From an optimization exercise on the open Yosys and OpenROAD flow, aimed at small area, a short achievable clock period and few clock cycles per item; shortcuts taken in it are not production practice. In this exercise RTL edits were held to simulation tests only and were not proved equivalent to the original.

===== flow/standard.sh =====
#!/bin/bash
# synth_recipe.tcl (not shown) runs the flow's synth.tcl, then flattens the netlist and writes it again
# the make line also repeats each setting of config.mk as NAME=value (left out here)
make -C /OpenROAD-flow-scripts/flow DESIGN_CONFIG=/design/flow/config.mk WORK_HOME=/design/flow/orfs CLKGATE_MAP_FILE= SYNTH_SCRIPT=/design/flow/synth_recipe.tcl "${@:-finish}"

===== flow/flow/run.sh =====
#!/bin/bash
# The standard layout (standard.sh) with two changes to how it is made:
# ORFS timing repair is asked for extra setup margin, so that it shortens
# paths below the clock period, and the port buffers are plain buf_1 cells.
# The SDC, the clock period and the design's constraints are unchanged.
set -euo pipefail
bash standard.sh SETUP_SLACK_MARGIN=15 "BUFFER_PORTS_ARGS=-buffer_cell sky130_fd_sc_hd__buf_1" finish > standard_run.log 2>&1

===== flow/design.v =====
module cpds_comp (
    input  wire         clk,
    input  wire         rst,         
    input  wire         start,
    input  wire [207:0] cal_a,       
    input  wire [55:0]  cal_b,       
    input  wire [63:0]  raw,         
    input  wire [31:0]  p_offset,    
    output wire         ready,
    output reg          done,
    output wire [31:0]  t_fine,
    output wire [31:0]  t_out,
    output wire [31:0]  t_int,
    output reg  [7:0]   t_frac,
    output reg  [31:0]  p_q24_8,
    output wire [23:0]  p_pa,
    output reg  [31:0]  p_int,
    output reg  [6:0]   p_frac,
    output reg          p_undef,
    output reg  [16:0]  h_q22_10,
    output reg  [13:0]  h_hund,
    output reg  [6:0]   h_int,
    output reg  [6:0]   h_frac
);
    wire [15:0] dig_t1 = {cal_a[15:8],    cal_a[7:0]};
    wire [15:0] dig_t2 = {cal_a[31:24],   cal_a[23:16]};
    wire [15:0] dig_t3 = {cal_a[47:40],   cal_a[39:32]};
    wire [15:0] dig_p1 = {cal_a[63:56],   cal_a[55:48]};
    wire [15:0] dig_p2 = {cal_a[79:72],   cal_a[71:64]};
    wire [15:0] dig_p3 = {cal_a[95:88],   cal_a[87:80]};
    wire [15:0] dig_p4 = {cal_a[111:104], cal_a[103:96]};
    wire [15:0] dig_p5 = {cal_a[127:120], cal_a[119:112]};
    wire [15:0] dig_p6 = {cal_a[143:136], cal_a[135:128]};
    wire [15:0] dig_p7 = {cal_a[159:152], cal_a[151:144]};
    wire [15:0] dig_p8 = {cal_a[175:168], cal_a[167:160]};
    wire [15:0] dig_p9 = {cal_a[191:184], cal_a[183:176]};
    wire [7:0]  dig_h1 = cal_a[207:200];
    wire [15:0] dig_h2 = {cal_b[15:8], cal_b[7:0]};
    wire [7:0]  dig_h3 = cal_b[23:16];
    wire [11:0] dig_h4 = {cal_b[31:24], cal_b[35:32]};
    wire [11:0] dig_h5 = {cal_b[47:40], cal_b[39:36]};
    wire [7:0]  dig_h6 = cal_b[55:48];
    wire [19:0] adc_p = {raw[7:0],   raw[15:8],  raw[23:20]};
    wire [19:0] adc_t = {raw[31:24], raw[39:32], raw[47:44]};
    wire [15:0] adc_h = {raw[55:48], raw[63:56]};
    localparam integer
        S_IDLE = 0,
        S_T1   = 1,
        S_T2   = 2,
        S_T3A  = 3,
        S_T3B  = 4,
        S_Q1   = 5,
        S_Q2   = 6,
        S_V1   = 7,
        S_V2   = 8,
        S_V3   = 9,
        S_G1   = 10,
        S_G2   = 11,
        S_W1   = 12,
        S_W2   = 13,
        S_W3   = 14,
        S_N1   = 15,
        S_N2   = 16,
        S_N3   = 17,
        S_NC1  = 18,
        S_NC2  = 19,
        S_H2   = 20,
        S_H3   = 21,
        S_H1   = 22,
        S_H4A  = 23,
        S_H4B  = 24,
        S_H5   = 25,
        S_H6   = 26,
        S_H7   = 27,
        S_H8A  = 28,
        S_H8B  = 29,
        S_H9   = 30,
        S_H10  = 31,
        S_TB   = 32,
        S_TC   = 33,
        S_HF   = 34,
        S_WAIT = 35,
        S_C1   = 36,
        S_C2   = 37,
        S_S1   = 38,
        S_S2   = 39,
        S_S3   = 40,
        S_S4   = 41,
        S_S5   = 42,
        S_S6   = 43,
        S_S7   = 44,
        S_S8   = 45,
        S_S9   = 46,
        S_S10  = 47,
        S_S11  = 48,
        S_S12  = 49,
        S_S13  = 50,
        S_S14  = 51;
    localparam integer NS = 52;
    reg  [NS-1:0] st;
    wire [NS-1:0] st_n;
    reg [63:0] acc;                  
    reg [65:0] dq;                   
    reg [30:0] dr;                   
    reg [30:0] dv;                   
    reg [30:0] dm;                   
    reg [32:0] dm3;                  
    reg [4:0]  dcnt;                 
    reg [1:0]  dsk;                  
    reg        dbusy;
    reg        nneg;                 
    reg [19:0] ca;                   
    reg [22:0] pv;                   
    reg [22:0] nx;                   
    reg [27:0] ppr;                  
    reg [32:0] ma;                   
    reg [63:0] xo;                   
    reg [8:0]  b1, b2, bn;           
    reg [16:0] tc;                   
    reg [8:0]  ti;                   
    wire [63:0] tmp = {p_int, p_q24_8};    
    wire [21:0] tf = pv[21:0] + 22'd128000;
    assign t_fine = {{10{tf[21]}}, tf};
    assign t_out  = {{15{tc[16]}}, tc};
    assign t_int  = {{23{ti[8]}}, ti};
    assign p_pa   = p_q24_8[31:8];
    assign ready  = st[S_IDLE];
    wire [27:0] ppr_n = dq[39:12] + {{12{ca[15]}}, ca[15:0]};
    always @(posedge clk) begin
        nx  <= pv + 23'd51200;
        ppr <= ppr_n;
        dm  <= dv[30] ? 31'd0 - dv : dv;
        dm3 <= {2'b00, dm} + {1'b0, dm, 1'b0};
    end
    wire [22:0] v1t = {{2{dq[31]}}, dq[31:11]} - 23'd128000;      
    wire dz = (dv == 31'd0);                       
    wire sigma = nneg ^ dv[30];                    
    wire [39:0] psum = acc[58:19] + {tmp[63], tmp[63:25]};
    wire [33:0] ax  = {ma[32], ma};
    wire [33:0] ax2 = {ma, 1'b0};
    wire [63:0] pr [0:8];
    wire [16:0] bneg;
    genvar k;
    generate
        for (k = 0; k < 9; k = k + 1) begin : booth
            wire [33:0] pp = (({34{b1[k]}} & ax) | ({34{b2[k]}} & ax2)) ^ {34{bn[k]}};
            wire [34:0] row = {~pp[33], pp};
            assign pr[k] = {{(29-2*k){1'b0}}, row, {(2*k){1'b0}}};
            assign bneg[2*k] = bn[k];
            if (k < 8) begin : gap
                assign bneg[2*k+1] = 1'b0;
            end
        end
    endgenerate
    wire [63:0] sum = xo + 64'hFFFA_AAAC_0000_0000 + pr[0] + pr[1] + pr[2] + pr[3] + pr[4] +
                      pr[5] + pr[6] + pr[7] + pr[8] + {47'd0, bneg};
    wire [31:0] pint = {14'd0, acc[48:31]} - p_offset;
    wire [1:0] nsk = (|dm[30:25]) ? 2'd3 : (|dm[30:16]) ? 2'd2 :
                     (|dm[30:7])  ? 2'd1 : 2'd0;
    wire [32:0] r4  = {dr, dq[65:64]};
    wire [33:0] r4a = {1'b0, r4} - {3'd0, dm};
    wire [33:0] r4b = {1'b0, r4} - {2'd0, dm, 1'b0};
    wire [33:0] r4c = {1'b0, r4} - {1'b0, dm3};
    wire [1:0]  q4  = !r4c[33] ? 2'd3 : !r4b[33] ? 2'd2 : !r4a[33] ? 2'd1 : 2'd0;
    wire [30:0] rr4 = !r4c[33] ? r4c[30:0] : !r4b[33] ? r4b[30:0] :
                      !r4a[33] ? r4a[30:0] : r4[30:0];
    wire [31:0] r2  = {rr4, dq[63]};
    wire [32:0] r2a = {1'b0, r2} - {2'd0, dm};
    wire        q2  = !r2a[32];
    wire [30:0] rr2 = q2 ? r2a[30:0] : r2[30:0];
    wire [4:0] dcnt_nx = (dsk != 2'd0) ? dcnt - 5'd3 : dcnt - 5'd1;
    wire div_fin = !dbusy || (dcnt_nx == 5'd0);    
    wire nbr  = st[S_H2] && !nneg && !dz && dq[63];    
    wire div_run = dbusy && !nbr;
    wire dstart = (st[S_N3] && !dz) || st[S_NC2];
    always @(posedge clk) begin
        if (rst) begin
            dbusy <= 1'b0;
        end else if (nbr) begin
            dbusy <= 1'b0;                         
        end else if (dstart) begin
            dbusy <= 1'b1;
            dcnt  <= 5'd22;
            dsk   <= nsk;
            dr    <= 31'd0;
        end else if (dbusy) begin
            dcnt <= dcnt_nx;
            if (dcnt_nx == 5'd0)
                dbusy <= 1'b0;
            if (dsk != 2'd0) begin
                dsk <= dsk - 2'd1;
                dr  <= {dr[21:0], dq[65:57]};
            end else begin
                dr  <= rr2;
            end
        end
    end
    wire dq_ld = st[S_T1] | st[S_Q2] | st[S_W3] | st[S_N3] | st[S_NC2] | st[S_C2];
    wire [65:0] dq_d = dq_ld ? {2'b00, sum} :
                       !div_run ? dq :
                       (dsk != 2'd0) ? {dq[56:0], 9'd0} : {dq[62:0], q4, q2};
    always @(posedge clk)
        dq <= dq_d;
    wire [17:0] t_a = {1'b0, adc_t[19:3]} - {1'b0, dig_t1, 1'b0};           
    wire [19:0] h_k = {4'd0, adc_h} + 20'd1 - {{2{dig_h4[11]}}, dig_h4, 6'd0};  
    wire [19:0] ca_d;
    wire [16:0] cb_d;
    always @(posedge clk)
        ca <= ca_d;
    assign  ca_d = ({20{st[S_G2]}} & {{4{dig_p4[15]}}, dig_p4}) |
              ({20{st[S_H3]}} & h_k) |
              ({20{st[S_HF] | st[S_WAIT] | st[S_C1] | st[S_C2] | st[S_S1] | st[S_S2] | st[S_S3] |
                   st[S_S4] | st[S_S5] | st[S_S6] | st[S_S7] | st[S_S8] | st[S_S9]}}
               & {{4{dig_p7[15]}}, dig_p7});
    assign  cb_d = ({17{st[S_IDLE]}} & {dig_t2[15], dig_t2}) |
              ({17{st[S_T2]}} & {dig_t3[15], dig_t3}) |
              ({17{st[S_Q2] | st[S_V2]}} & {dig_p3[15], dig_p3}) |
              ({17{st[S_V1]}} & {dig_p2[15], dig_p2}) |
              ({17{st[S_V3] | st[S_G1]}} & {1'b0, dig_p1}) |
              ({17{st[S_G2] | st[S_W2]}} & {dig_p6[15], dig_p6}) |
              ({17{st[S_W1]}} & {dig_p5, 1'b0}) |
              ({17{st[S_N3] | st[S_NC1] | st[S_NC2]}} & {{9{dig_h6[7]}}, dig_h6}) |
              ({17{st[S_H2]}} & {9'd0, dig_h3}) |
              ({17{st[S_H3]}} & (17'd0 - {{5{dig_h5[11]}}, dig_h5})) |
              ({17{st[S_H4B]}} & {dig_h2[15], dig_h2}) |
              ({17{st[S_H7]}} & {9'd0, dig_h1}) |
              ({17{st[S_HF] | st[S_WAIT] | st[S_C1] | st[S_C2] | st[S_S1]}} & {dig_p9[15], dig_p9}) |
              ({17{st[S_S8] | st[S_S9]}} & {dig_p8[15], dig_p8});
    wire h12x = st[S_HF] && !dz;
    wire post = (h12x || st[S_WAIT]) && div_fin;
    assign st_n[S_T2] = st[S_T1];
    assign st_n[S_T3A] = st[S_T2];
    assign st_n[S_T3B] = st[S_T3A];
    assign st_n[S_Q1] = st[S_T3B];
    assign st_n[S_Q2] = st[S_Q1];
    assign st_n[S_V1] = st[S_Q2];
    assign st_n[S_V2] = st[S_V1];
    assign st_n[S_V3] = st[S_V2];
    assign st_n[S_G1] = st[S_V3];
    assign st_n[S_G2] = st[S_G1];
    assign st_n[S_W1] = st[S_G2];
    assign st_n[S_W2] = st[S_W1];
    assign st_n[S_W3] = st[S_W2];
    assign st_n[S_N1] = st[S_W3];
    assign st_n[S_N2] = st[S_N1];
    assign st_n[S_N3] = st[S_N2];
    assign st_n[S_NC2] = st[S_NC1];
    assign st_n[S_H1] = st[S_H3];
    assign st_n[S_H4A] = st[S_H1];
    assign st_n[S_H4B] = st[S_H4A];
    assign st_n[S_H5] = st[S_H4B];
    assign st_n[S_H6] = st[S_H5];
    assign st_n[S_H7] = st[S_H6];
    assign st_n[S_H8A] = st[S_H7];
    assign st_n[S_H8B] = st[S_H8A];
    assign st_n[S_H9] = st[S_H8B];
    assign st_n[S_H10] = st[S_H9];
    assign st_n[S_TB] = st[S_H10];
    assign st_n[S_TC] = st[S_TB];
    assign st_n[S_HF] = st[S_TC];
    assign st_n[S_C2] = st[S_C1];
    assign st_n[S_S2] = st[S_S1];
    assign st_n[S_S3] = st[S_S2];
    assign st_n[S_S4] = st[S_S3];
    assign st_n[S_S5] = st[S_S4];
    assign st_n[S_S6] = st[S_S5];
    assign st_n[S_S7] = st[S_S6];
    assign st_n[S_S8] = st[S_S7];
    assign st_n[S_S9] = st[S_S8];
    assign st_n[S_S10] = st[S_S9];
    assign st_n[S_S11] = st[S_S10];
    assign st_n[S_S12] = st[S_S11];
    assign st_n[S_S13] = st[S_S12];
    assign st_n[S_S14] = st[S_S13];
    assign st_n[S_IDLE] = (st[S_IDLE] && !start) || st[S_S14] || (st[S_HF] && dz);
    assign st_n[S_T1]   = st[S_IDLE] && start;
    assign st_n[S_NC1]  = nbr;
    assign st_n[S_NC2]  = st[S_NC1];
    assign st_n[S_H2]   = st[S_N3] || st[S_NC2];
    assign st_n[S_H3]   = st[S_H2] && !nbr;
    assign st_n[S_WAIT] = (h12x || st[S_WAIT]) && !div_fin;
    assign st_n[S_C1]   = post && sigma;
    assign st_n[S_S1]   = (post && !sigma) || st[S_C2];
    always @(posedge clk) begin
        if (rst)
            st <= {{(NS-1){1'b0}}, 1'b1};
        else
            st <= st_n;
    end
    reg acc_we;
    always @(posedge clk) acc_we <= st_n[S_T2] | st_n[S_T3A] | st_n[S_Q1] | st_n[S_V1] | st_n[S_V2] | st_n[S_V3] | st_n[S_W1] | st_n[S_W2] | st_n[S_N1] | st_n[S_N2] | st_n[S_NC1] | st_n[S_C1] | st_n[S_H4A] | st_n[S_H4B] | st_n[S_H5] | st_n[S_H6] | st_n[S_H8A] | st_n[S_H8B] | st_n[S_TB] | st_n[S_S1] | st_n[S_S3] | st_n[S_S4] | st_n[S_S5] | st_n[S_S6] | st_n[S_S7] | st_n[S_S9] | st_n[S_S10] | st_n[S_S12] | st_n[S_S13];
    wire [7:0]  tq  = sum[26:19];            
    wire [6:0]  tfr = sum[25:19];            
    wire [31:0] x3  = acc[31:0];             
    wire        pz  = st[S_HF] && dz;        
    wire [16:0] hq  = x3[31] ? 17'd0 : (x3 > 32'd419430400) ? 17'd102400 : x3[28:12];
    wire [63:0] acc_d = acc_we ? sum : acc;
    wire [22:0] pv_d  = st[S_T3B] ? sum[22:0] : pv;
    wire [22:0] nx_d  = pv + 23'd51200;
    wire [31:0] pq_d  = (st[S_G1] | st[S_H2] | st[S_H7] | st[S_S2] | st[S_S8]) ? sum[31:0] :
                        st[S_S11] ? psum[39:8] : pz ? 32'd0 : p_q24_8;
    wire [31:0] pi_op = (st[S_G1] | st[S_S2] | st[S_S8]) ? sum[63:32] :
                        (st[S_H3] | st[S_H6]) ? sum[31:0] : p_int;    
    wire [31:0] pi_d  = (st[S_G1] | st[S_S2] | st[S_S8] | st[S_H3] | st[S_H6]) ? pi_op :
                        st[S_S14] ? pint : pz ? 32'd0 : p_int;
    wire [16:0] hq_d  = st[S_H1] ? sum[31:15] : st[S_H9] ? hq : h_q22_10;
    wire [16:0] tc_d  = st[S_H9] ? sum[24:8] : tc;
    wire [32:0] ma_d =
        ({33{st_n[S_T1]}} & {{15{t_a[17]}}, t_a}) |
        ({33{st_n[S_T2]}} & {{16{t_a[17]}}, t_a[17:1]}) |
        ({33{st_n[S_T3A]}} & {{13{acc_d[31]}}, acc_d[31:12]}) |
        ({33{st_n[S_T3B] | st_n[S_H6]}} & {{15{acc_d[31]}}, acc_d[31:14]}) |
        ({33{st_n[S_Q1] | st_n[S_Q2] | st_n[S_W2] | st_n[S_H9]}} & {{10{pv_d[22]}}, pv_d}) |
        ({33{st_n[S_V1] | st_n[S_W1] | st_n[S_N1] | st_n[S_NC1] | st_n[S_C1] | st_n[S_S9]}} & {dq_d[63], dq_d[63:32]}) |
        ({33{st_n[S_V2]}} & {{6{pv_d[22]}}, pv_d, 4'd0}) |
        ({33{st_n[S_V3] | st_n[S_W3] | st_n[S_N3] | st_n[S_NC2] | st_n[S_C2] | st_n[S_S10]}} & {1'b0, dq_d[31:0]}) |
        ({33{st_n[S_G1]}} & {{9{acc_d[63]}}, acc_d[63:40]}) |
        ({33{st_n[S_G2]}} & {1'b0, acc_d[39:8]}) |
        ({33{st_n[S_N2]}} & {2'd0, adc_p, 11'd0}) |
        ({33{st_n[S_H2] | st_n[S_H3] | st_n[S_H1]}} & {{10{nx_d[22]}}, nx_d}) |
        ({33{st_n[S_H4A] | st_n[S_H4B]}} & {{11{pq_d[31]}}, pq_d[31:10]}) |
        ({33{st_n[S_H5]}} & {11'd0, acc_d[31:10]}) |
        ({33{st_n[S_H7]}} & {{16{acc_d[31]}}, acc_d[31:15]}) |
        ({33{st_n[S_H8A]}} & {{8{pq_d[31]}}, pq_d[31:7]}) |
        ({33{st_n[S_H8B]}} & {{5{acc_d[31]}}, acc_d[31:4]}) |
        ({33{st_n[S_H10]}} & {16'd0, hq_d}) |
        ({33{st_n[S_TB]}} & {{16{tc_d[16]}}, tc_d}) |
        ({33{st_n[S_TC]}} & {14'd0, acc_d[18:0]}) |
        ({33{st_n[S_HF]}} & {23'd0, hq_d[9:0]}) |
        ({33{st_n[S_S1] | st_n[S_S4] | st_n[S_S6]}} & {{14{dq_d[63]}}, dq_d[63:45]}) |
        ({33{st_n[S_S2] | st_n[S_S3] | st_n[S_S5] | st_n[S_S7] | st_n[S_S8]}} & {1'b0, dq_d[44:13]}) |
        ({33{st_n[S_S12] | st_n[S_S13]}} & {9'd0, pq_d[31:8]}) |
        ({33{st_n[S_S14]}} & {2'd0, acc_d[30:0]});
    wire [16:0] mb_d =
        ({17{st_n[S_T1] | st_n[S_T3A] | st_n[S_V1] | st_n[S_V2] | st_n[S_V3] | st_n[S_G1] | st_n[S_G2] | st_n[S_W1] | st_n[S_W2] | st_n[S_W3] | st_n[S_H2] | st_n[S_H3] | st_n[S_H1] | st_n[S_H5] | st_n[S_H8A] | st_n[S_S1] | st_n[S_S2] | st_n[S_S9] | st_n[S_S10]}} & cb_d) |
        ({17{st_n[S_T2]}} & t_a[17:1]) |
        ({17{st_n[S_T3B]}} & 17'sd1) |
        ({17{st_n[S_Q1]}} & {{10{pv_d[22]}}, pv_d[22:16]}) |
        ({17{st_n[S_Q2]}} & {1'b0, pv_d[15:0]}) |
        ({17{st_n[S_N1] | st_n[S_N3]}} & -17'sd3125) |
        ({17{st_n[S_N2]}} & -17'sd50000) |
        ({17{st_n[S_NC1] | st_n[S_NC2] | st_n[S_C1] | st_n[S_C2] | st_n[S_H8B]}} & -17'sd1) |
        ({17{st_n[S_H4A]}} & {{12{pi_op[31]}}, pi_op[31:27]}) |
        ({17{st_n[S_H4B]}} & {1'b0, pi_op[26:11]}) |
        ({17{st_n[S_H6]}} & hq_d) |
        ({17{st_n[S_H7]}} & acc_d[31:15]) |
        ({17{st_n[S_H9]}} & 17'sd5) |
        ({17{st_n[S_H10] | st_n[S_TC] | st_n[S_HF] | st_n[S_S14]}} & 17'sd100) |
        ({17{(st_n[S_TB] & ~tc_d[16])}} & 17'sd5243) |
        ({17{(st_n[S_TB] & tc_d[16])}} & -17'sd5243) |
        ({17{st_n[S_S3]}} & {1'b0, pi_op[31:16]}) |
        ({17{st_n[S_S4] | st_n[S_S7]}} & {1'b0, pq_d[31:16]}) |
        ({17{st_n[S_S5]}} & {1'b0, pi_op[15:0]}) |
        ({17{st_n[S_S6] | st_n[S_S8]}} & {1'b0, pq_d[15:0]}) |
        ({17{st_n[S_S12]}} & 17'sd327) |
        ({17{st_n[S_S13]}} & 17'sd44565);
    wire [63:0] xo_d =
        ({64{st_n[S_T3B]}} & {{41{v1t[22]}}, v1t}) |
        ({64{st_n[S_Q2] | st_n[S_V2] | st_n[S_V3] | st_n[S_W2] | st_n[S_W3] | st_n[S_N2] | st_n[S_N3] | st_n[S_H4B] | st_n[S_S5] | st_n[S_S7] | st_n[S_S8] | st_n[S_S13]}} & {acc_d[47:0], 16'd0}) |
        ({64{st_n[S_V1]}} & 64'd1 << 23) |
        ({64{st_n[S_G2]}} & {pq_d, 32'd0}) |
        ({64{st_n[S_W1]}} & {{45{ca_d[15]}}, ca_d[15:0], 3'd0}) |
        ({64{st_n[S_N1]}} & 64'd3125 << 19) |
        ({64{st_n[S_NC2] | st_n[S_C2] | st_n[S_S2]}} & {acc_d[31:0], 32'd0}) |
        ({64{st_n[S_H3]}} & 64'd1 << 26) |
        ({64{st_n[S_H1]}} & {{30{ca_d[19]}}, ca_d[19:0], 14'd0}) |
        ({64{st_n[S_S4] | st_n[S_S6]}} & acc_d) |
        ({64{st_n[S_H4A]}} & 64'd1 << 15) |
        ({64{st_n[S_H5]}} & 64'd8192) |
        ({64{st_n[S_H8B]}} & {{32{p_int[31]}}, p_int}) |
        ({64{st_n[S_H9]}} & 64'd640128) |
        ({64{st_n[S_S9]}} & {37'd0, ppr_n[27:1]}) |
        ({64{st_n[S_S10]}} & {acc_d[31:0], ppr_n[0], dq[11:0], 19'd0});
    wire [18:0] bx = {mb_d[16], mb_d, 1'b0};       
    integer i;
    always @(posedge clk) begin
        ma <= ma_d;
        xo <= xo_d;
        for (i = 0; i < 9; i = i + 1) begin
            b1[i] <= bx[2*i+1] ^ bx[2*i];
            b2[i] <= (bx[2*i+2] & ~bx[2*i+1] & ~bx[2*i]) | (~bx[2*i+2] & bx[2*i+1] & bx[2*i]);
            bn[i] <= bx[2*i+2];
        end
    end
    always @(posedge clk) begin
        acc <= acc_d;
        pv <= pv_d;
        p_q24_8 <= pq_d;
        p_int <= pi_d;
        h_q22_10 <= hq_d;
        tc <= tc_d;
        if (st[S_G2]) dv <= sum[63:33];
        if (st[S_W3]) nneg <= 1'b0;
        else if (nbr) nneg <= 1'b1;
        if (st[S_S14]) begin
            p_frac  <= sum[37:31];
            p_undef <= 1'b0;
        end else if (pz) begin
            p_frac  <= 7'd0;
            p_undef <= 1'b1;
        end
        if (st[S_H10]) h_hund <= sum[23:10];
        if (st[S_TB])  ti <= tc[16] ? -{1'b0, tq} : {1'b0, tq};
        if (st[S_TC])  t_frac <= tc[16] ? -{1'b0, tfr} : {1'b0, tfr};
        if (st[S_H9])  h_int <= hq[16:10];
        if (st[S_HF])  h_frac <= sum[16:10];
    end
    always @(posedge clk) begin
        if (rst)
            done <= 1'b0;
        else
            done <= st[S_S14] || pz;
    end
endmodule

===== flow/config.mk =====
export PLATFORM = sky130hd
export DESIGN_NAME = cpds_comp
export DESIGN_NICKNAME = cpds_comp
export VERILOG_FILES = /design/flow/design.v
export SDC_FILE = /design/flow/constraint.sdc
export NUM_CORES = 4
export LEC_CHECK = 0
export CAP_MARGIN = 20
export CORE_MARGIN = 2
export CORE_UTILIZATION = 30
export PLACE_DENSITY = 0.5
export SLEW_MARGIN = 20

===== flow/constraint.sdc =====
create_clock -name core_clock -period 22.0 [get_ports {clk}]
set_input_delay 4.4000 -clock core_clock [delete_from_list [all_inputs] [get_ports {clk}]]
set_output_delay 4.4000 -clock core_clock [all_outputs]
set_load 0.01 [all_outputs]

==> results.ini, run 1 <==
[clock_network]
tritoncts = yes
ctsLongestPathBuffers = 3
ctsRootBufferMaster = sky130_fd_sc_hd__clkbuf_16
cts_max_level = 3
clkTransAtPathRegs_ns = 0.06
clk_latency_ns = 0.78
cts_sinks = 632
cts_buffers = 82

[synthesis]
yosysWarningCount = 1
synth_top_family_by_area = compound AO/OA/AOI/OAI gates
yosys-mux-area-fraction_pct = 3.53
synth.yosys.seq_area_share_pct = 22.3
adder_and_majority_gate_portion_of_the_synthesized_area_pct = 18.8
ys.flop_type = sky130_fd_sc_hd__dfxtp_1
simple_gate_area_share_of_the_yosys_netlist_pct = 14.3
synth_nets = 8724
syn_area_um2 = 63500
syn-instance-count = 7578
async_reset_ff_share_pct = 0
synth.distinct_cells = 94
post_synth.cell_area_avg_um2 = 8.38
synth-seq-cells = 632
synth_compound_gate_area_share_pct = 24.7
synth_edf_count = 153
post_synth_xor_area_fraction_pct = 9.06

[floorplan]
die_area_um2 = 215000
core_area_um2 = 210000
die_w_um = 464
top_level_ports = 610
die_h_um = 464
initial_core_util_pct = 30.2
rows = 168

[sta]
fin_tns_setup_ns = 0
tightestPinTransition_ns = 1.53
clock.fmax_ghz = 0.128
slew_headroom_pct = -2.67
shortest_clock_period_the_worst_path_allows_after_layout_ns = 7.78
rsz0062_at_grt = true
final_hold_viol_count = 0
skew_ns = 0.0914
report.final.slew_viol_count = 6
fin_crit_sh_pct = 35.4
finalSetupViolations = 0
holdWs_ns = 0.413

[placement]
gpl.final_weighted_congestion = 1.06
placed_area_um2 = 69000
place_inst = 10600
port_buffers = 590
place_hpwl_um = 286000

[global_route]
grt.total_usage_pct = 34.1
grt_pass1_wl_um = 521000
met3_usage_pct = 12.5
gr-max-usage-layer = met2
grtUsageMet2_pct = 49.4
globalRoute.totalOverflow = 0
vias_in_the_first_global_route = 64700
antenna_found_initial = 56
maximum_number_of_pins_on_one_net_before_global_route_repair = 82
grt_use_met1_pct = 42.9

[setup_path]
cp_common_cell = sky130_fd_sc_hd__fa_1
critical-path-slowest-cell = sky130_fd_sc_hd__a222oi_1
reg2regPathDepth = 31
critPathArrivalTime_ns = 8.32
worstSetupEndpointType = flop
worst_ep_required_time_ns = 22.54
crit_path_start_kind = flop
worst_path_largest_cell_delay_ns = 0.92
critical_path.max_fanout = 5
crit_type = flop to flop

[finish]
areaGrowthSynthToFinish_pct = 28.7
instances_no_fill = 11200
fin_area_um2 = 81700
layout.cells.most_common = sky130_fd_sc_hd__buf_1
most-common-layout-cells = sky130_fd_sc_hd__buf_1 (576), sky130_fd_sc_hd__nand2_1 (564), sky130_fd_sc_hd__inv_1 (495)
final_layout_size_suffix_gt1_share_pct = 20.3
n_fill_cell = 21200
final_net_count = 9449

[route]
route.antenna.remaining_nets = 0
via_count = 69200
routed_wire_length_per_instance_um = 34.6
drt-pass1-iter-count = 11
vias_per_std_cell = 6.17
finalWirelength_um = 388000
initialDrtViolationCount = 9904
drc = 0

[job]
maxCapViolations = 1

[min_path]
worstHoldPathType = flop to flop
min_delay_path_depth = 0

[outcome]
checkFailReasons = max-capacitance violations, max-slew violations
status = complete, but fails checks

-- cell type report --
type / count / area, um^2 / share of cell area (%)
multi-input combinational: 5800 / 49700 / 60.8
sequential: 632 / 14300 / 17.5
timing repair buffer: 1251 / 9070 / 11.1
tap: 2805 / 3510 / 4.30
clock buffer: 96 / 2170 / 2.66
inverter: 536 / 2120 / 2.60
clock inverter: 57 / 759 / 0.929
antenna: 37 / 92.6 / 0.113
-- flip-flops by register name, indices dropped and copies added (netlist names), 31 cells and up --
register and count:
p_int 32, p_q24_8 32, xo 64, st 52
ma 33, dv 31, dm3 33, dq 66
dm 31, acc 64, dr 31
-- critical path: cells and delay by family (launching register included) --
family	cells	cell delay [ns]
buffers and inverters	13	1.40
flip-flops	1	0.37
AND/OR/NAND/NOR	5	0.75
multiplexers	1	0.33
AO/OA/AOI/OAI	4	1.49
adder cells (fa/ha/maj)	6	2.96
XOR/XNOR	2	0.26
-- worst paths after layout --
path | start | to | slack, ns
hold reg to reg | dv[0]$_DFFE_PP_ | dm[0]$_DFF_P_ | 0.41
hold / removal | dv[0]$_DFFE_PP_ | dm[0]$_DFF_P_ | 0.41
setup reg to reg | bn[7]$_DFF_P_ | ma[23]$_DFF_P_ | 14.22
setup / recovery | bn[7]$_DFF_P_ | ma[23]$_DFF_P_ | 14.22
-- metrics by stage --
step	utilization, %	setup slack (ns)
2_1_floorplan	-	14.89
3_3_place_gp	32.8	12.35
3_5_place_dp	32.9	12.37
4_1_cts	37.4	14.57
5_1_grt	38.9	14.21
6_report	38.9	14.22
-- cells in the mapped netlist, types with 45 or more instances --
library cell | number | share of area [%]
sky130_fd_sc_hd__nand2_1 | 601 | 3.6
sky130_fd_sc_hd__inv_1 | 526 | 3.1
sky130_fd_sc_hd__xnor2_1 | 521 | 7.2
sky130_fd_sc_hd__ha_1 | 500 | 9.9
sky130_fd_sc_hd__dfxtp_1 | 479 | 15
sky130_fd_sc_hd__a21oi_1 | 474 | 3.7
sky130_fd_sc_hd__clkbuf_1 | 473 | 2.8
sky130_fd_sc_hd__nor2_1 | 422 | 2.5
sky130_fd_sc_hd__a22oi_1 | 386 | 4.6
sky130_fd_sc_hd__o21ai_0 | 375 | 3.0
sky130_fd_sc_hd__fa_1 | 283 | 8.9
sky130_fd_sc_hd__nand3_1 | 203 | 1.6
sky130_fd_sc_hd__edfxtp_1 | 153 | 7.2
sky130_fd_sc_hd__xor2_1 | 136 | 1.9
sky130_fd_sc_hd__a21o_1 | 128 | 1.5
sky130_fd_sc_hd__mux2i_1 | 117 | 1.8
sky130_fd_sc_hd__a222oi_1 | 116 | 1.8
sky130_fd_sc_hd__nor3_1 | 112 | 0.88
sky130_fd_sc_hd__nand4_1 | 103 | 1.0
sky130_fd_sc_hd__mux2_2 | 95 | 1.7
sky130_fd_sc_hd__a221oi_1 | 94 | 1.3
sky130_fd_sc_hd__nor2b_1 | 86 | 0.85
sky130_fd_sc_hd__buf_4 | 83 | 0.98
sky130_fd_sc_hd__a211oi_1 | 78 | 0.92
sky130_fd_sc_hd__o211ai_1 | 66 | 0.78
sky130_fd_sc_hd__o21a_1 | 61 | 0.72
sky130_fd_sc_hd__nand2b_1 | 59 | 0.58
sky130_fd_sc_hd__and3_1 | 57 | 0.56
sky130_fd_sc_hd__a221o_1 | 55 | 0.87
sky130_fd_sc_hd__and2_1 | 55 | 0.54
sky130_fd_sc_hd__a31oi_1 | 46 | 0.45
sky130_fd_sc_hd__nor4_1 | 46 | 0.45
sky130_fd_sc_hd__buf_1 | 45 | 0.27
-- cells by family (layout without fill, tap and decap cells) --
| kind of cell | count (synthesis) | count (layout) |
|---|---|---|
| mux | 212 | 212 |
| compound gates | 2251 | 2251 |
| buf+inv | 1147 | 1940 |
| simple gates | 1896 | 1897 |
| fa+ha+maj | 783 | 783 |
| other cells | 0 | 37 |
| flops | 632 | 632 |
| xor+xnor | 657 | 657 |
-- routing by layer --
layer | share of wire, % | up-vias | wire length, um
met3 | 12 | 1191 | 46400
met4 | 7.4 | 30 | 28700
met5 | 0.19 | - | 721
li1 | - | 29000 | -
met2 | 41 | 4694 | 161000
met1 | 39 | 34200 | 152000
-- repair_timing --
item,in CTS,in global routing
setup buffers,254,145
setup endpoints to repair,334,169
gates cloned,16,4
hold buffers,0,0
gates resized for setup,872,418
pin swaps,242,247
Testbench counts, summed over its fixed seeds: cycles 18,603, items 384.
==> inputs of run 2 (changes only) <==
--- a/flow/config.mk
+++ b/flow/config.mk
@@ -7,6 +7,9 @@
 export LEC_CHECK = 0
 export CAP_MARGIN = 20
+export CELL_PAD_IN_SITES_DETAIL_PLACEMENT = 1
+export CELL_PAD_IN_SITES_GLOBAL_PLACEMENT = 2
 export CORE_MARGIN = 2
-export CORE_UTILIZATION = 30
+export CORE_UTILIZATION = 35
+export CTS_BUF_LIST = sky130_fd_sc_hd__clkbuf_8 sky130_fd_sc_hd__clkbuf_4
 export PLACE_DENSITY = 0.5
 export SLEW_MARGIN = 20
==> results.ini, run 2 <==
[floorplan]
die_w_um = 430
core_area_um2 = 181000
initial_core_util_pct = 35.2
top_level_ports = 610
die_area_um2 = 185000
die_h_um = 430
rows = 156

[clock_network]
cts_sinks = 632
clk_latency_ns = 0.96
ctsLongestPathBuffers = 3
clkTransAtPathRegs_ns = 0.06
tritoncts = yes
ctsRootBufferMaster = sky130_fd_sc_hd__clkbuf_8
cts_max_level = 4
post_cts_hold_buffer_count = 0
cts_buffers = 132

[route]
initialDrtViolationCount = 9569
drt-pass1-iter-count = 12
drc = 0
finalWirelength_um = 432000
vias_per_std_cell = 6.55
via_count = 72000
routed_wire_length_per_instance_um = 39.3
route.antenna.remaining_nets = 0

[finish]
areaGrowthSynthToFinish_pct = 31.2
reg.largest.list = dq x66, acc x64, xo x64
layout.cells.most_common = sky130_fd_sc_hd__buf_1
final_net_count = 9601
registers.top_by_ff_count = dq
most-common-layout-cells = sky130_fd_sc_hd__buf_1 (567), sky130_fd_sc_hd__nand2_1 (565), sky130_fd_sc_hd__buf_4 (507)
sequential_cell_area_um2 = 14300
instances_no_fill = 11000
n_fill_cell = 20700
multi_input_area_um2 = 50500
final_layout_size_suffix_gt1_share_pct = 23.2
largest_register_ff_count = 66

[sta]
clock.fmax_ghz = 0.127
skew_ns = 0.0919
fin_tns_setup_ns = 0
rsz0062_at_grt = true
fin_crit_sh_pct = 35.9
report.final.slew_viol_count = 0
shortest_clock_period_the_worst_path_allows_after_layout_ns = 7.89
finalSetupViolations = 0
slew_headroom_pct = 9.20
tightestPinTransition_ns = 1.36
final_hold_viol_count = 0

[setup_path]
crit_type = flop to flop
critical-path-slowest-cell = sky130_fd_sc_hd__a221oi_4
worst_path_largest_cell_delay_ns = 0.85
path_delay_family = adder cells
worst_ep_required_time_ns = 22.77
critical_path_buf_inv_count = 6
critPathArrivalTime_ns = 8.66
cp_common_cell = sky130_fd_sc_hd__fa_1
worstSetupEndpointType = flop
crit_path_start_kind = flop
critical_path.max_fanout = 17

[synthesis]
synth-seq-cells = 632
syn_area_um2 = 63500
yosysWarningCount = 1
yosysTopAreaCell = sky130_fd_sc_hd__dfxtp_1
synthMostInstantiatedCell = sky130_fd_sc_hd__nand2_1
synth.yosys.seq_area_share_pct = 22.3
syn-instance-count = 7578
async_reset_ff_share_pct = 0
post_synth.cell_area_avg_um2 = 8.38
post_synth_most_frequent_cells = sky130_fd_sc_hd__nand2_1 (601), sky130_fd_sc_hd__inv_1 (526), sky130_fd_sc_hd__xnor2_1 (521)
ys.flop_type = sky130_fd_sc_hd__dfxtp_1
synth_top_area_share_pct = 15.1
synth_edf_count = 153
top_post_synthesis_cells_by_area = sky130_fd_sc_hd__dfxtp_1 (15%), sky130_fd_sc_hd__ha_1 (9.9%), sky130_fd_sc_hd__fa_1 (8.9%), sky130_fd_sc_hd__edfxtp_1 (7.2%), sky130_fd_sc_hd__xnor2_1 (7.2%)
synth_nets = 8724
synth.distinct_cells = 94

[outcome]
status = no timing/DRC/antenna violations

[global_route]
vias_in_the_first_global_route = 69100
globalRoute.totalOverflow = 0
maximum_number_of_pins_on_one_net_before_global_route_repair = 60
grt.total_usage_pct = 44.8
grt_pass1_wl_um = 577000
antenna_found_initial = 79

[min_path]
worstHoldPathType = flop to flop

[job]
maxCapViolations = 0

[placement]
gpl.final_weighted_congestion = 1.15
place_inst = 10200
place_hpwl_um = 308000
port_buffers = 590

-- run 2: cell counts after synthesis --
Identical to the previous run, type by type.
-- run 2: repair_timing --
item	4_1_cts	5_1_grt
pin swaps	232	385
gates cloned	20	9
gates resized for setup	918	580
endpoints found under the setup margin	401	170
endpoints found under the hold margin	0	0
buffers inserted	290	197
-- run 2: routing by layer --
metal  global-route usage (%)  vias to the layer above  part of all wire, %
met5                     3.04                        -                 0.22
met4                     31.4                       54                  8.9
met3                     18.3                     1579                   12
met2                     63.9                     4887                   41
met1                     54.1                    36100                   38
li1                         -                    29300                    -
-- run 2: per-stage QoR --
| step | worst slack [ns] | utilization [%] | hold WS (ns) | area [um^2] |
|---|---|---|---|---|
| floorplan | 14.89 | - | 0.370 | 63900 |
| global placement | 11.58 | 37.8 | 0.405 | 68300 |
| detailed placement | 11.68 | 37.8 | 0.409 | 68300 |
| CTS | 14.45 | 43.5 | 0.424 | 78500 |
| global route | 14.09 | 46.1 | 0.429 | 83200 |
| finish | 14.11 | 46.1 | 0.422 | 83300 |
-- run 2: layout make-up --
| class | instances | area share [%] |
|---|---|---|
| clock inverter | 45 | 0.650 |
| sequential | 632 | 17.2 |
| clock buffer | 191 | 2.90 |
| timing repair buffer | 1354 | 12.3 |
| antenna | 65 | 0.195 |
| multi-input combinational | 5799 | 60.6 |
| tap | 2370 | 3.56 |
| inverter | 536 | 2.59 |
-- run 2: path summary, 6_finish.rpt --
kind | start | end | slack, ns | depth (start not counted)
min reg2reg | dv[0]$_DFFE_PP_ | dm[0]$_DFF_P_ | 0.42 | 0
max reg2reg | b1[7]$_DFF_P_ | b2[4]$_DFF_P_ | 14.11 | 26
min | dv[0]$_DFFE_PP_ | dm[0]$_DFF_P_ | 0.42 | 0
max | b1[7]$_DFF_P_ | b2[4]$_DFF_P_ | 14.11 | 26
-- run 2: cells by family (layout without fill, tap and decap cells) --
logic type	after synthesis	count (layout)	synth area share, %
simple gates	1896	1896	14.3
compound gates	2251	2251	24.7
buf+inv	1147	2126	7.31
mux	212	212	3.53
xor+xnor	657	657	9.06
fa+ha+maj	783	783	18.8
flops	632	632	22.3
other cells	0	65	0
==> inputs of run 3 (changes only) <==
--- a/flow/design.v
+++ b/flow/design.v
@@ -117,4 +117,5 @@
     reg [63:0] xo;                   
     reg [8:0]  b1, b2, bn;           
+    reg [8:0]  b1x, b2x, bnx;        
     reg [16:0] tc;                   
     reg [8:0]  ti;                   
@@ -144,8 +145,10 @@
     generate
         for (k = 0; k < 9; k = k + 1) begin : booth
-            wire [33:0] pp = (({34{b1[k]}} & ax) | ({34{b2[k]}} & ax2)) ^ {34{bn[k]}};
+            wire [16:0] ppl = (({17{b1[k]}} & ax[16:0]) | ({17{b2[k]}} & ax2[16:0])) ^ {17{bn[k]}};
+            wire [16:0] pph = (({17{~b1x[k]}} & ax[33:17]) | ({17{~b2x[k]}} & ax2[33:17])) ^ {17{~bnx[k]}};
+            wire [33:0] pp = {pph, ppl};
             wire [34:0] row = {~pp[33], pp};
             assign pr[k] = {{(29-2*k){1'b0}}, row, {(2*k){1'b0}}};
-            assign bneg[2*k] = bn[k];
+            assign bneg[2*k] = ~bnx[k];
             if (k < 8) begin : gap
                 assign bneg[2*k+1] = 1'b0;
@@ -169,5 +172,6 @@
     wire        q2  = !r2a[32];
     wire [30:0] rr2 = q2 ? r2a[30:0] : r2[30:0];
-    wire [4:0] dcnt_nx = (dsk != 2'd0) ? dcnt - 5'd3 : dcnt - 5'd1;
+    wire       sk2 = dsk[1];
+    wire [4:0] dcnt_nx = sk2 ? dcnt - 5'd6 : (dsk != 2'd0) ? dcnt - 5'd3 : dcnt - 5'd1;
     wire div_fin = !dbusy || (dcnt_nx == 5'd0);    
     wire nbr  = st[S_H2] && !nneg && !dz && dq[63];    
@@ -188,5 +192,8 @@
             if (dcnt_nx == 5'd0)
                 dbusy <= 1'b0;
-            if (dsk != 2'd0) begin
+            if (sk2) begin
+                dsk <= dsk - 2'd2;
+                dr  <= {dr[12:0], dq[65:48]};
+            end else if (dsk != 2'd0) begin
                 dsk <= dsk - 2'd1;
                 dr  <= {dr[21:0], dq[65:57]};
@@ -199,4 +206,5 @@
     wire [65:0] dq_d = dq_ld ? {2'b00, sum} :
                        !div_run ? dq :
+                       sk2 ? {dq[47:0], 18'd0} :
                        (dsk != 2'd0) ? {dq[56:0], 9'd0} : {dq[62:0], q4, q2};
     always @(posedge clk)
@@ -381,4 +389,7 @@
             b2[i] <= (bx[2*i+2] & ~bx[2*i+1] & ~bx[2*i]) | (~bx[2*i+2] & bx[2*i+1] & bx[2*i]);
             bn[i] <= bx[2*i+2];
+            b1x[i] <= ~(bx[2*i+1] ^ bx[2*i]);
+            b2x[i] <= ~((bx[2*i+2] & ~bx[2*i+1] & ~bx[2*i]) | (~bx[2*i+2] & bx[2*i+1] & bx[2*i]));
+            bnx[i] <= ~bx[2*i+2];
         end
     end
==> flow/config.mk (replaced) <==
export PLATFORM = sky130hd
export DESIGN_NAME = cpds_comp
export DESIGN_NICKNAME = cpds_comp
export VERILOG_FILES = /design/flow/design.v
export SDC_FILE = /design/flow/constraint.sdc
export NUM_CORES = 4
export LEC_CHECK = 0
export CAP_MARGIN = 40
export CELL_PAD_IN_SITES_DETAIL_PLACEMENT = 1
export CELL_PAD_IN_SITES_GLOBAL_PLACEMENT = 2
export CORE_MARGIN = 2
export CORE_UTILIZATION = 35
export PLACE_DENSITY = 0.5
export SLEW_MARGIN = 40
==> results.ini, run 3 <==
[global_route]
maximum_number_of_pins_on_one_net_before_global_route_repair = 140
grtUsageMet2_pct = 62.1
gr-max-usage-layer = met2
grt_pass1_wl_um = 589000
grt_use_met1_pct = 56.6
antenna_found_initial = 63
globalRoute.totalOverflow = 0
grt.total_usage_pct = 44.2
met3_usage_pct = 14.7
vias_in_the_first_global_route = 71300

[setup_path]
critical-path-slowest-cell = sky130_fd_sc_hd__fa_2
crit_path_end = ma[8]$_DFF_P_
reg2regPathDepth = 26
worst_ep_required_time_ns = 22.49
cp_common_cell = sky130_fd_sc_hd__fa_1
crit_path_start_kind = flop
crit_type = flop to flop
critical_path.max_fanout = 5
r2r_endpoint = ma[8]$_DFF_P_
worst_path_largest_cell_delay_ns = 0.64
launching_element_of_the_worst_setup_path = ma[7]$_DFF_P_
reg2reg_from = ma[7]$_DFF_P_
rrSetupSlack_ns = 13.91
worstSetupEndpointType = flop
critPathArrivalTime_ns = 8.57

[clock_network]
cts_sinks = 658
clk_latency_ns = 0.78
post_cts_hold_buffer_count = 0
clkTransAtPathRegs_ns = 0.06
cts_buffers = 84
ctsRootBufferMaster = sky130_fd_sc_hd__clkbuf_16
ctsLongestPathBuffers = 3
tritoncts = yes
cts_max_level = 3

[synthesis]
synthMostInstantiatedCell = sky130_fd_sc_hd__nand2_1
synth.yosys.seq_area_share_pct = 22.6
yosysTopAreaCell = sky130_fd_sc_hd__dfxtp_1
synth-seq-cells = 658
async_reset_ff_share_pct = 0
ys.flop_type = sky130_fd_sc_hd__dfxtp_1
syn_area_um2 = 65200
top_post_synthesis_cells_by_area = sky130_fd_sc_hd__dfxtp_1 (16%), sky130_fd_sc_hd__ha_1 (9.6%), sky130_fd_sc_hd__fa_1 (8.7%), sky130_fd_sc_hd__edfxtp_1 (7.0%), sky130_fd_sc_hd__xnor2_1 (6.4%)
synth_edf_count = 153
synth.distinct_cells = 102
yosysWarningCount = 1
synth_top_area_share_pct = 15.5
post_synth_most_frequent_cells = sky130_fd_sc_hd__nand2_1 (656), sky130_fd_sc_hd__inv_1 (575), sky130_fd_sc_hd__a21oi_1 (535)
synth_nets = 9006
post_synth.cell_area_avg_um2 = 8.29
syn-instance-count = 7860

[finish]
areaGrowthSynthToFinish_pct = 31.3
layout.cells.most_common = sky130_fd_sc_hd__nand2_1
registers.top_by_ff_count = dq
final_layout_size_suffix_gt1_share_pct = 23.3
largest_register_ff_count = 66
most-common-layout-cells = sky130_fd_sc_hd__nand2_1 (615), sky130_fd_sc_hd__buf_1 (581), sky130_fd_sc_hd__buf_4 (564)
reg.largest.list = dq x66, acc x64, xo x64
final_net_count = 9906

[sta]
fin_crit_sh_pct = 36.8
finalSetupViolations = 0
shortest_clock_period_the_worst_path_allows_after_layout_ns = 8.09
slew_headroom_pct = 30.1
report.final.slew_viol_count = 0
tightestPinTransition_ns = 1.05
rsz0062_at_grt = true
skew_ns = 0.0468
final_hold_viol_count = 0
holdWs_ns = 0.427
clock.fmax_ghz = 0.124
fin_tns_setup_ns = 0

[route]
drc = 0
routed_wire_length_per_instance_um = 38.7
finalWirelength_um = 439000
via_count = 74300
route.antenna.remaining_nets = 0
drt-pass1-iter-count = 13
vias_per_std_cell = 6.54
initialDrtViolationCount = 9977

[floorplan]
die_w_um = 436
die_area_um2 = 190000
die_h_um = 436
initial_core_util_pct = 35.2
top_level_ports = 610
core_area_um2 = 185000
rows = 158

[job]
maxCapViolations = 0

[placement]
port_buffers = 590
gpl.final_weighted_congestion = 1.08
place_hpwl_um = 325000

[min_path]
hp-start = dv[0]$_DFFE_PP_
worstHoldPathType = flop to flop

[outcome]
status = no timing/DRC/antenna violations

## run 3: cell types whose count changed after synthesis, moves of 49 or more
cell,before,now
sky130_fd_sc_hd__inv_1,526,575
sky130_fd_sc_hd__nand2_1,601,656
sky130_fd_sc_hd__o22ai_1,16,158
sky130_fd_sc_hd__a22oi_1,386,236
sky130_fd_sc_hd__a21oi_1,474,535
sky130_fd_sc_hd__nor2_1,422,476
## run 3: timing repair
action                                  in CTS  in global routing
buffers inserted                           399                149
hold endpoints to repair                     0                  0
resized for setup                         1078                471
gates cloned                                 7                  2
pin swaps                                  284                273
endpoints found under the setup margin     378                223
## run 3: worst min-delay path by stage
stage,to,slack [ns],cells after the start
3_5_place_dp,dm[0]$_DFF_P_,0.42,0
6_report,dm[0]$_DFF_P_,0.43,0
5_1_grt,dm[0]$_DFF_P_,0.46,0
4_1_cts,dm[0]$_DFF_P_,0.43,0
3_3_place_gp,dm[0]$_DFF_P_,0.40,0
2_1_floorplan,dm[0]$_DFF_P_,0.37,0
## run 3: layout make-up
cell class,instances,area [um^2]
antenna,52,130
clock buffer,113,2380
clock inverter,45,578
fill,21300,99600
inverter,597,2390
multi-input combinational,6002,51900
sequential,658,14900
tap,2480,3100
timing repair buffer,1416,10200
timing repair inverter,1,8.76
## run 3: through the flow
stage,instances,area [um^2],utilization (%),setup slack [ns]
after floorplan,7860,65600,-,14.42
after global placement,10600,70400,38.0,11.40
after detailed placement,10600,70700,38.2,11.94
after CTS,11200,81900,44.2,14.13
after global routing,11300,85500,46.2,13.98
final,11400,85600,46.2,13.91
## run 3: cells by family (layout without fill, tap and decap cells)
family | after synthesis | count (layout) | synth area share (%)
other | 0 | 52 | 0
and+or+nand+nor | 1999 | 1999 | 14.6
muxes | 191 | 191 | 3.11
AOI/OAI and AO/OA | 2388 | 2389 | 25.4
xor gates and xnor gates | 640 | 640 | 8.62
buffers and inverters | 1201 | 2172 | 7.42
adders and majority gates | 783 | 783 | 18.3
DFF | 658 | 658 | 22.6
## run 3: per-layer routing
layer | routed length (um) | vias up
met2 | 177000 | 4894
met5 | 354 | -
li1 | - | 30400
met4 | 37000 | 30
met1 | 174000 | 37600
met3 | 50600 | 1410
## run 3: worst max-delay path, delay by kind of cell, from the launching register on
family | cells | cell delay, ns
adders and majority gates | 6 | 2.95
buffers and inverters | 7 | 1.23
xor gates and xnor gates | 2 | 0.36
DFF | 1 | 0.37
and+or+nand+nor | 1 | 0.10
AOI/OAI and AO/OA | 10 | 2.77
Testbench counts of run 3, summed over its fixed seeds: cycles 18,219, items 384.
==> inputs of run 4 (changes only) <==
==> flow/run.sh (new file) <==
#!/bin/bash
# synth_recipe.tcl (not shown) runs the flow's synth.tcl, then flattens the netlist and writes it again
# the make line also repeats each setting of config.mk as NAME=value (left out here)
make -C /OpenROAD-flow-scripts/flow DESIGN_CONFIG=/design/flow/config.mk WORK_HOME=/design/flow/orfs CLKGATE_MAP_FILE= SYNTH_SCRIPT=/design/flow/synth_recipe.tcl finish
--- a/flow/config.mk
+++ b/flow/config.mk
@@ -12,3 +12,4 @@
 export CORE_UTILIZATION = 35
 export PLACE_DENSITY = 0.5
+export SETUP_SLACK_MARGIN = 5
 export SLEW_MARGIN = 40
removed: flow/flow/run.sh
removed: flow/standard.sh
==> results.ini, run 4 <==
[outcome]
status = no timing/DRC/antenna violations

[synthesis]
syn_area_um2 = 65200
yosysTopAreaCell = sky130_fd_sc_hd__dfxtp_1
async_reset_ff_share_pct = 0
ys.flop_type = sky130_fd_sc_hd__dfxtp_1
post_synth.cell_area_avg_um2 = 8.29
synth-seq-cells = 658
post_synth_most_frequent_cells = sky130_fd_sc_hd__nand2_1 (656), sky130_fd_sc_hd__inv_1 (575), sky130_fd_sc_hd__a21oi_1 (535)
synth.distinct_cells = 102
synth_top_area_share_pct = 15.5
synthMostInstantiatedCell = sky130_fd_sc_hd__nand2_1
synth_nets = 9006
syn-instance-count = 7860
yosysWarningCount = 1
synth_edf_count = 153
top_post_synthesis_cells_by_area = sky130_fd_sc_hd__dfxtp_1 (16%), sky130_fd_sc_hd__ha_1 (9.6%), sky130_fd_sc_hd__fa_1 (8.7%), sky130_fd_sc_hd__edfxtp_1 (7.0%), sky130_fd_sc_hd__xnor2_1 (6.4%)
synth.yosys.seq_area_share_pct = 22.6

[clock_network]
clk_latency_ns = 0.78
cts_max_level = 3
ctsRootBufferMaster = sky130_fd_sc_hd__clkbuf_16
post_cts_hold_buffer_count = 0
clkTransAtPathRegs_ns = 0.07
ctsLongestPathBuffers = 3
cts_buffers = 86
tritoncts = yes
cts_sinks = 658
post_cts_buffers = 0
cts_resized = 0

[route]
vias_per_std_cell = 6.55
via_count = 70900
drt-pass1-iter-count = 13
initialDrtViolationCount = 10000
route.antenna.remaining_nets = 0
drc = 0
routed_wire_length_per_instance_um = 39.1
finalWirelength_um = 423000

[sta]
shortest_clock_period_the_worst_path_allows_after_layout_ns = 10.53
final.setup.worst_slack_ns = 11.47
tightestPinTransition_ns = 0.984
fin_crit_sh_pct = 47.9
clock.fmax_ghz = 0.0949
report.final.slew_viol_count = 0
fin_tns_setup_ns = 0
final_hold_viol_count = 0
skew_ns = 0.0564
rsz0062_at_grt = false
finalSetupViolations = 0
slew_headroom_pct = 34.0

[setup_path]
crit_path_start_kind = flop
worst_ep_required_time_ns = 22.62
crit_type = flop to flop
worstSetupEndpointType = flop
critPathArrivalTime_ns = 11.16
critical_path.max_fanout = 17

[min_path]
worstHoldPathType = flop to flop

[finish]
layout.cells.most_common = sky130_fd_sc_hd__nand2_1
most-common-layout-cells = sky130_fd_sc_hd__nand2_1 (656), sky130_fd_sc_hd__clkdlybuf4s50_1 (589), sky130_fd_sc_hd__inv_1 (572)
final_net_count = 9345
registers.top_by_ff_count = dq
final_layout_size_suffix_gt1_share_pct = 8.46
areaGrowthSynthToFinish_pct = 18.7
largest_register_ff_count = 66
layout.core_utilization_pct = 41.8
n_fill_cell = 21800
reg.largest.list = dq x66, acc x64, xo x64

[floorplan]
top_level_ports = 610
die_area_um2 = 190000
initial_core_util_pct = 35.2
die_h_um = 436
rows = 158
core_area_um2 = 185000
die_w_um = 436

[global_route]
grt_pass1_wl_um = 573000
grt.total_usage_pct = 43.0
antenna_found_initial = 76
globalRoute.totalOverflow = 0
vias_in_the_first_global_route = 68500
maximum_number_of_pins_on_one_net_before_global_route_repair = 140

[placement]
pre_cts_ws_ns = 11.82
place_hpwl_um = 328000
gpl.final_weighted_congestion = 1.05
port_buffers = 590

[job]
maxCapViolations = 0

[run 4: final cells by class]
class	count	area, um^2	share of cell area (%)
flip-flops and latches	658	14700	19.1
well taps	2480	3100	4.01
diodes	63	158	0.204
repair buffers	855	7930	10.2
inverters	597	2240	2.90
clock buffers	104	2310	2.99
clock inverters	58	684	0.884
multi-input cells	6001	46200	59.7
[run 4: per-layer routing]
metal | track usage [%] | vias up | share of wire, %
li1 | - | 29300 | -
met1 | 55.3 | 35700 | 40
met2 | 60.6 | 4668 | 41
met3 | 14.5 | 1134 | 12
met4 | 28.9 | 28 | 7.7
met5 | 0 | - | 0.045
[run 4: logic make-up after synthesis]
family,synth area share (%)
AO/OA/AOI/OAI,25.4
AND/OR/NAND/NOR,14.6
buffers and inverters,7.42
adder cells (fa/ha/maj),18.3
flip-flops,22.6
XOR/XNOR,8.62
multiplexers,3.11
[run 4: worst paths after layout]
check	depth (start not counted)	slack, ns	end	start
worst max-delay path	22	11.47	b2x[4]$_DFF_P_	ma[17]$_DFF_P_
worst min-delay path	0	0.39	dm[0]$_DFF_P_	dv[0]$_DFFE_PP_
worst max register to register	22	11.47	b2x[4]$_DFF_P_	ma[17]$_DFF_P_
worst min register to register	0	0.39	dm[0]$_DFF_P_	dv[0]$_DFFE_PP_
[run 4: metrics by stage]
| stage | std cells | cell area, um^2 | hold WS [ns] |
|---|---|---|---|
| 2_1_floorplan | 7860 | 65200 | 0.370 |
| 3_3_place_gp | 10600 | 73800 | 0.412 |
| 3_5_place_dp | 10600 | 74000 | 0.421 |
| 4_1_cts | 10700 | 77000 | 0.411 |
| 5_1_grt | 10800 | 77300 | 0.434 |
| 6_report | 10800 | 77400 | 0.392 |
[run 4: worst max-delay path: stages, from the launching register on]
cell and delay [ns]:
sky130_fd_sc_hd__dfxtp_1 0.32, sky130_fd_sc_hd__clkinv_1 0.60, sky130_fd_sc_hd__o22ai_1 0.47, sky130_fd_sc_hd__xnor2_1 0.14
sky130_fd_sc_hd__fa_1 0.56, sky130_fd_sc_hd__fa_1 0.60, sky130_fd_sc_hd__fa_1 0.44, sky130_fd_sc_hd__fa_1 0.50
sky130_fd_sc_hd__inv_1 0.05, sky130_fd_sc_hd__fa_1 0.48, sky130_fd_sc_hd__inv_1 0.05, sky130_fd_sc_hd__ha_1 0.71
sky130_fd_sc_hd__nand2_1 0.27, sky130_fd_sc_hd__nor4_1 0.71, sky130_fd_sc_hd__o311a_1 0.71, sky130_fd_sc_hd__o21ai_0 0.26
sky130_fd_sc_hd__xor2_1 0.64, sky130_fd_sc_hd__inv_1 0.64, sky130_fd_sc_hd__a31oi_1 0.35, sky130_fd_sc_hd__nand4_1 0.29
sky130_fd_sc_hd__or4b_1 0.97, sky130_fd_sc_hd__nand2b_1 0.31, sky130_fd_sc_hd__mux2_2 0.29

-- afterwards: timing with drivers on the ports --
Ports are ideal in the flow. The routed layouts listed here were re-timed in OpenROAD.
Step 1 sets driving cells, clkbuf_16 on the clock port and buf_2 on the other inputs (assumed; they add their load-dependent delay and slew).
Step 2 moves the port delays by t, midway between the first and last clock arrival at a register: inputs arrive t later, outputs are due t later. That takes back most of the time a late clock gives input paths.
Three values: no drivers, after step 1, after step 2; two values: the first two.
run | t, ns | setup slack, ns | hold slack, ns | worst setup path at the end | pins driven straight from the clock port
run 1 | 0.821 | 14.218 / 14.218 / 13.679 | 0.413 / 0.413 / 0.413 | input to register | 1
run 2 | 1.006 | 14.109 / 14.109 / 13.375 | 0.422 / 0.422 / 0.422 | input to register | 1
run 3 | 0.833 | 13.912 / 13.912 / 13.390 | 0.427 / 0.427 / 0.427 | input to register | 1
run 4 | 0.841 | 11.466 / 11.466 / 11.466 | 0.392 / 0.392 / 0.392 | register to register | 1
For run 2, which loses most, drivers alone change the setup slack by 0.000 ns; drivers and shift together by -0.734 ns.
